What follows belongs to an exercise in optimizing a design on an open flow for small area, a short achievable clock period and few clock cycles per item; a production flow would make more cautious choices. Where RTL was checked, it was by simulation tests only, not by an equivalence proof against the original. Power and IR drop assume default switching activity.

==> flow/design.v <==
module crsf_parser (
    input  wire       clk,
    input  wire       rst,         
    input  wire       in_valid,
    output wire       in_ready,
    input  wire [7:0] in_data,
    input  wire       in_last,     
    output wire       out_valid,
    input  wire       out_ready,
    output wire [7:0] out_data,
    output wire       out_last,    
    output wire       st_valid,
    output wire [7:0] st_aux,      
    output wire [5:0] st_level     
);
    localparam QD = 3;             
    function automatic [7:0] crc8_step(input [7:0] c, input [7:0] b);
        integer i;
        reg [7:0] v;
        begin
            v = c ^ b;
            for (i = 0; i < 8; i = i + 1)
                v = v[7] ? ((v << 1) ^ 8'hD5) : (v << 1);
            crc8_step = v;
        end
    endfunction
    function automatic is_sync(input [7:0] b);
        is_sync = (b == 8'hC8) || (b == 8'hEA) || (b == 8'hEC) || (b == 8'hEE);
    endfunction
    function automatic [7:0] sync_byte(input [1:0] code);
        sync_byte = {2'b11, code != 2'd0, 2'b01, code, 1'b0};
    endfunction
    reg  [7:0] mem [0:63];
    integer    mi;
    reg  [7:0] w_lo, w_hi;
    reg  [7:0] wd;
    reg        wv;
    reg        rdy;
    reg  [5:0] wptr;         
    reg  [5:0] cptr;         
    reg  [5:0] rptr;         
    reg  [5:0] lvl;          
    reg  [1:0] scode;        
    reg  [5:0] flen;         
    reg  [7:0] crc;          
    reg        bad;          
    reg        rew;          
    reg        s0, s1;       
    reg        sb, sc;       
    reg        c_open;
    reg        c_seen;
    reg        c_drop;
    reg  [QD-1:0] qv;        
    reg  [1:0] q_aux [0:QD-1];     
    reg  [5:0] o_nf;         
    reg  [5:0] st_nf;        
    reg  [5:0] q_lvl [0:QD-1];
    reg  [5:0] q_mrk [0:QD-1];
    reg        st_q;
    integer    qi;
    localparam K_SYNC = 2'd0, K_LEN = 2'd1, K_BODY = 2'd2;
    reg  [1:0] i_ph;         
    reg  [5:0] i_rem;        
    reg  [7:0] g [0:3];      
    reg  [1:0] gsel;
    reg        gv;           
    reg  [1:0] gk;           
    reg        gl;           
    reg        ov, sv;
    reg  [7:0] od, sd;
    reg        ol, sl;
    wire       in_take = in_valid && rdy;
    wire       x_sync  = is_sync(in_data);
    wire       x_lenok = (in_data >= 8'd2) && (in_data <= 8'd62);
    wire       x_ok    = (in_data == crc) && !bad;
    wire       lvl0    = s0;
    wire       lvl1    = s1;
    wire [5:0] wptr_p1 = wptr + 6'd1;
    wire       lvl_eq  = (lvl == flen);
    wire       adv_w   = (s1 && x_lenok) || sb || sc;
    wire [5:0] wptr_n  = adv_w ? wptr_p1 : wptr;
    wire [5:0] cptr_n  = (sc && x_ok) ? wptr_p1 : cptr;
    wire       n_s1    = (s0 || (s1 && !x_lenok)) && x_sync;
    wire       n_s0    = sc || ((s0 || (s1 && !x_lenok)) && !x_sync);
    wire       n_sb    = (s1 && x_lenok) || (sb && !lvl_eq);
    wire       n_sc    = sb && lvl_eq;
    wire [5:0] lvl_n   = (s1 && x_lenok) ? 6'd2 : sb ? lvl + 6'd1 :
                         n_s1 ? 6'd1 : 6'd0;
    wire       drop_n  = (s0 && !x_sync) || (s1 && !x_lenok) || (sc && !x_ok);
    wire       seen_n  = c_open ? (c_seen | x_sync) : (!lvl0 | x_sync);
    wire       cdrop_n = (c_open && c_drop) | drop_n;
    wire       push    = in_take && in_last;
    reg        pend;
    wire       q_has  = st_q ? qv[1] : qv[0];
    wire [5:0] q_hmrk = st_q ? q_mrk[1] : q_mrk[0];
    wire       q_at   = q_has && (rptr == q_hmrk) && (i_ph == 2'd0);
    wire       take   = ov && out_ready;
    wire       st_set = q_at && !gv && !sv && (!ov || out_ready);
    wire       q_at2  = (st_q ? qv[2] : qv[1]) && (rptr == (st_q ? q_mrk[2] : q_mrk[1]));
    wire       q_blk  = q_at && (gv || sv || (ov && !out_ready) || q_at2);
    wire       avail  = (i_ph != 2'd0) || ((rptr != cptr) && !q_blk);
    wire       room   = !ov || (!sv && !gv) || (out_ready && !(sv && gv));
    wire       issue  = avail && room;
    wire [7:0] rd     = g[gsel];
    wire [7:0] land   = (gk == K_SYNC) ? sync_byte(rd[7:6]) :
                        (gk == K_LEN)  ? {2'b00, rd[5:0]} : rd;
    wire [5:0] occ    = wptr - rptr;
    wire       q_push = pend && (!qv[QD-1] || st_q);
    wire       pend_n = push || (pend && !q_push);
    wire [QD-1:0] qv_n;
    wire [QD-1:0] q_wr = st_q ? ({1'b0, qv[QD-1:1]} ^ qv) : (qv ^ {qv[QD-2:0], 1'b1});
    assign     qv_n   = (st_q ? {1'b0, qv[QD-1:1]} : qv) | (q_push ? q_wr : {QD{1'b0}});
    integer    gj, gk2;
    reg  [7:0] gt;
    reg  [15:0] rsel;        
    assign in_ready  = rdy;
    assign out_valid = ov;
    assign out_data  = od;
    assign out_last  = ol;
    assign st_valid  = st_q;
    assign st_aux    = {q_aux[0], st_nf};
    assign st_level  = q_lvl[0];
    always @(posedge clk) begin
        wd   <= lvl1 ? {scode, in_data[5:0]} : in_data;
        w_lo <= 8'd1 << wptr[2:0];
        w_hi <= 8'd1 << wptr[5:3];
        for (mi = 0; mi < 64; mi = mi + 1)
            if (wv && w_hi[mi / 8] && w_lo[mi % 8])
                mem[mi] <= wd;
        for (gj = 0; gj < 4; gj = gj + 1) begin
            gt = 8'd0;
            for (gk2 = 0; gk2 < 16; gk2 = gk2 + 1)
                gt = gt | (mem[gj*16 + gk2] & {8{rsel[gk2]}});
            g[gj] <= gt;
        end
        gsel <= rptr[5:4];
        gk   <= i_ph;
        gl   <= (i_ph == K_BODY) && (i_rem == 6'd1);
        if (issue && i_ph == K_LEN)
            i_rem <= rd[5:0];
        else if (issue && i_ph == K_BODY)
            i_rem <= i_rem - 6'd1;
        if (take && sv) begin
            od <= sd;
            ol <= sl;
        end else if (!ov || take) begin
            od <= land;
            ol <= gl;
        end
        if (gv && ov && !(take && !sv)) begin
            sd <= land;
            sl <= gl;
        end
        if (in_take) begin
            if (lvl1) begin
                flen <= in_data[5:0];
                crc  <= 8'h00;
            end else
                crc  <= crc8_step(crc, in_data);
            if (lvl == 6'd2)
                bad <= (in_data >= 8'h28) && (flen < 6'd4);
            if (lvl0 || x_sync)
                scode <= in_data[2:1];
        end
        for (qi = 0; qi < QD; qi = qi + 1) begin
            if (st_q && qi < QD - 1) begin
                q_aux[qi] <= q_aux[qi+1];
                q_lvl[qi] <= q_lvl[qi+1];
                q_mrk[qi] <= q_mrk[qi+1];
            end
            if (q_push && q_wr[qi]) begin
                q_aux[qi] <= {~c_seen, c_drop};
                q_lvl[qi] <= lvl;
                q_mrk[qi] <= cptr;
            end
        end
        if (rst) begin
            rdy    <= 1'b0;
            wptr   <= 6'd0;
            rew    <= 1'b0;
            wv     <= 1'b0;
            cptr   <= 6'd0;
            rptr   <= 6'd0;
            rsel   <= 16'd1;
            lvl    <= 6'd0;
            s0     <= 1'b1;
            s1     <= 1'b0;
            sb     <= 1'b0;
            sc     <= 1'b0;
            c_open <= 1'b0;
            pend   <= 1'b0;
            o_nf   <= 6'd0;
            qv     <= {QD{1'b0}};
            st_q   <= 1'b0;
            ov     <= 1'b0;
            sv     <= 1'b0;
            gv     <= 1'b0;
            i_ph   <= 2'd0;
        end else begin
            pend <= pend_n;
            rdy <= (in_take ? (occ <= 6'd61) : (occ <= 6'd62)) &&
                   !(pend_n && qv_n[QD-1] && !st_set);
            rew <= in_take && sc && !x_ok;
            wv <= rdy;
            if (rew)
                wptr <= cptr;
            else if (in_take)
                wptr <= wptr_n;
            if (in_take) begin
                cptr <= cptr_n;
                lvl  <= lvl_n;
                s0   <= n_s0;
                s1   <= n_s1;
                sb   <= n_sb;
                sc   <= n_sc;
                c_open <= !in_last;
                c_seen <= seen_n;
                c_drop <= cdrop_n;
            end
            qv   <= qv_n;
            st_q <= st_set;
            gv <= issue;
            if (st_set)
                st_nf <= st_q ? 6'd0 : o_nf;
            if (st_q)
                o_nf <= {5'd0, (gv && gk == K_SYNC) || (issue && i_ph == K_SYNC)};
            else if (issue && i_ph == K_SYNC && o_nf != 6'd63)
                o_nf <= o_nf + 6'd1;
            if (issue) begin
                if (i_ph != K_SYNC) begin
                    rptr <= rptr + 6'd1;
                    rsel <= {rsel[14:0], rsel[15]};
                end
                i_ph <= (i_ph == K_SYNC) ? K_LEN :
                        (i_ph == K_LEN)  ? K_BODY :
                        (i_rem == 6'd1)  ? K_SYNC : K_BODY;
            end
            if (take && sv)
                sv <= gv;
            else if (!ov || take)
                ov <= gv;
            else if (gv)
                sv <= 1'b1;
        end
    end
endmodule
export LEC_CHECK = 0
export CAP_MARGIN = 20
export CORE_MARGIN = 2
export CORE_UTILIZATION = 42
export CTS_BUF_LIST = sky130_fd_sc_hd__clkbuf_16
export CTS_CLUSTER_DIAMETER = 300
export CTS_CLUSTER_SIZE = 26
export SETUP_SLACK_MARGIN = 2.8
export SLEW_MARGIN = 20
export TNS_END_PERCENT = 100
create_clock -name core_clock -period 5.0 [get_ports {clk}]
run.sh (not shown) runs the stock make flow with config.mk's settings and CLKGATE_MAP_FILE= SYNTH_SCRIPT=/design/flow/synth_recipe.tcl, a recipe that flattens the netlist after the stock synthesis.
Testbench counts at the start, summed over its fixed seeds: cycles 52,863, bytes 52,098.
Edit:
--- a/flow/design.v
+++ b/flow/design.v
@@ -223,8 +223,8 @@
             if (st_set)
                 st_nf <= st_q ? 6'd0 : o_nf;
             if (st_q)
-                o_nf <= {5'd0, (gv && gk == K_SYNC) || (issue && i_ph == K_SYNC)};
-            else if (issue && i_ph == K_SYNC && o_nf != 6'd63)
+                o_nf <= {5'd0, gv && gk == K_SYNC};
+            else if (gv && gk == K_SYNC && o_nf != 6'd63)
                 o_nf <= o_nf + 6'd1;
             if (issue) begin
                 if (i_ph != K_SYNC) begin
Synthesized cell count fell by 1.2%.
Utilization hardly moves.
Clock skew fell by 0.0054 ns.
Via count fell by 0.91%.
Worst setup slack gets worse by 0.21 ns.
Register-to-register slack gets worse by 0.21 ns.
Wire length decreases by 1.7%.
Combinational power falls by about 7%.
Total power drops by 2.9%.
Clock power decreases by about 1%.
Final cell count is lower by 0.42%.
Global-route usage fell by 0.32 points.
Worst hold slack is about the same.
Design area hardly moves.
No functional check of the RTL was part of the second run of this note.

static timing again, ports no longer ideal:
The results above use ideal ports. As a check the final layouts listed here were re-extracted and re-timed, cells and wires unchanged.
Step 1 assumes that a clkbuf_16 drives the clock port and a buf_2 every other input.
Step 2 adds t to the input delays and takes it off the output delays; t is the mean of the earliest and latest rising clock arrival at the registers after step 1. Input paths then give back, and output paths get back, about the clock's delay inside the block.
Slacks: no drivers / after step 1 / after step 2; pairs: no drivers / after step 1.
run | shift t [ns] | slack for setup (ns) | worst setup path after step 2
the first run | 0.679 | 2.826 / 2.777 / 2.174 | input to register
the second run | 0.682 | 2.619 / 2.619 / 2.188 | input to register
After both steps setup and hold are still met in every run listed. The setup slack of the first run, which loses most, moves by -0.049 ns with the drivers and by -0.652 ns with both steps.
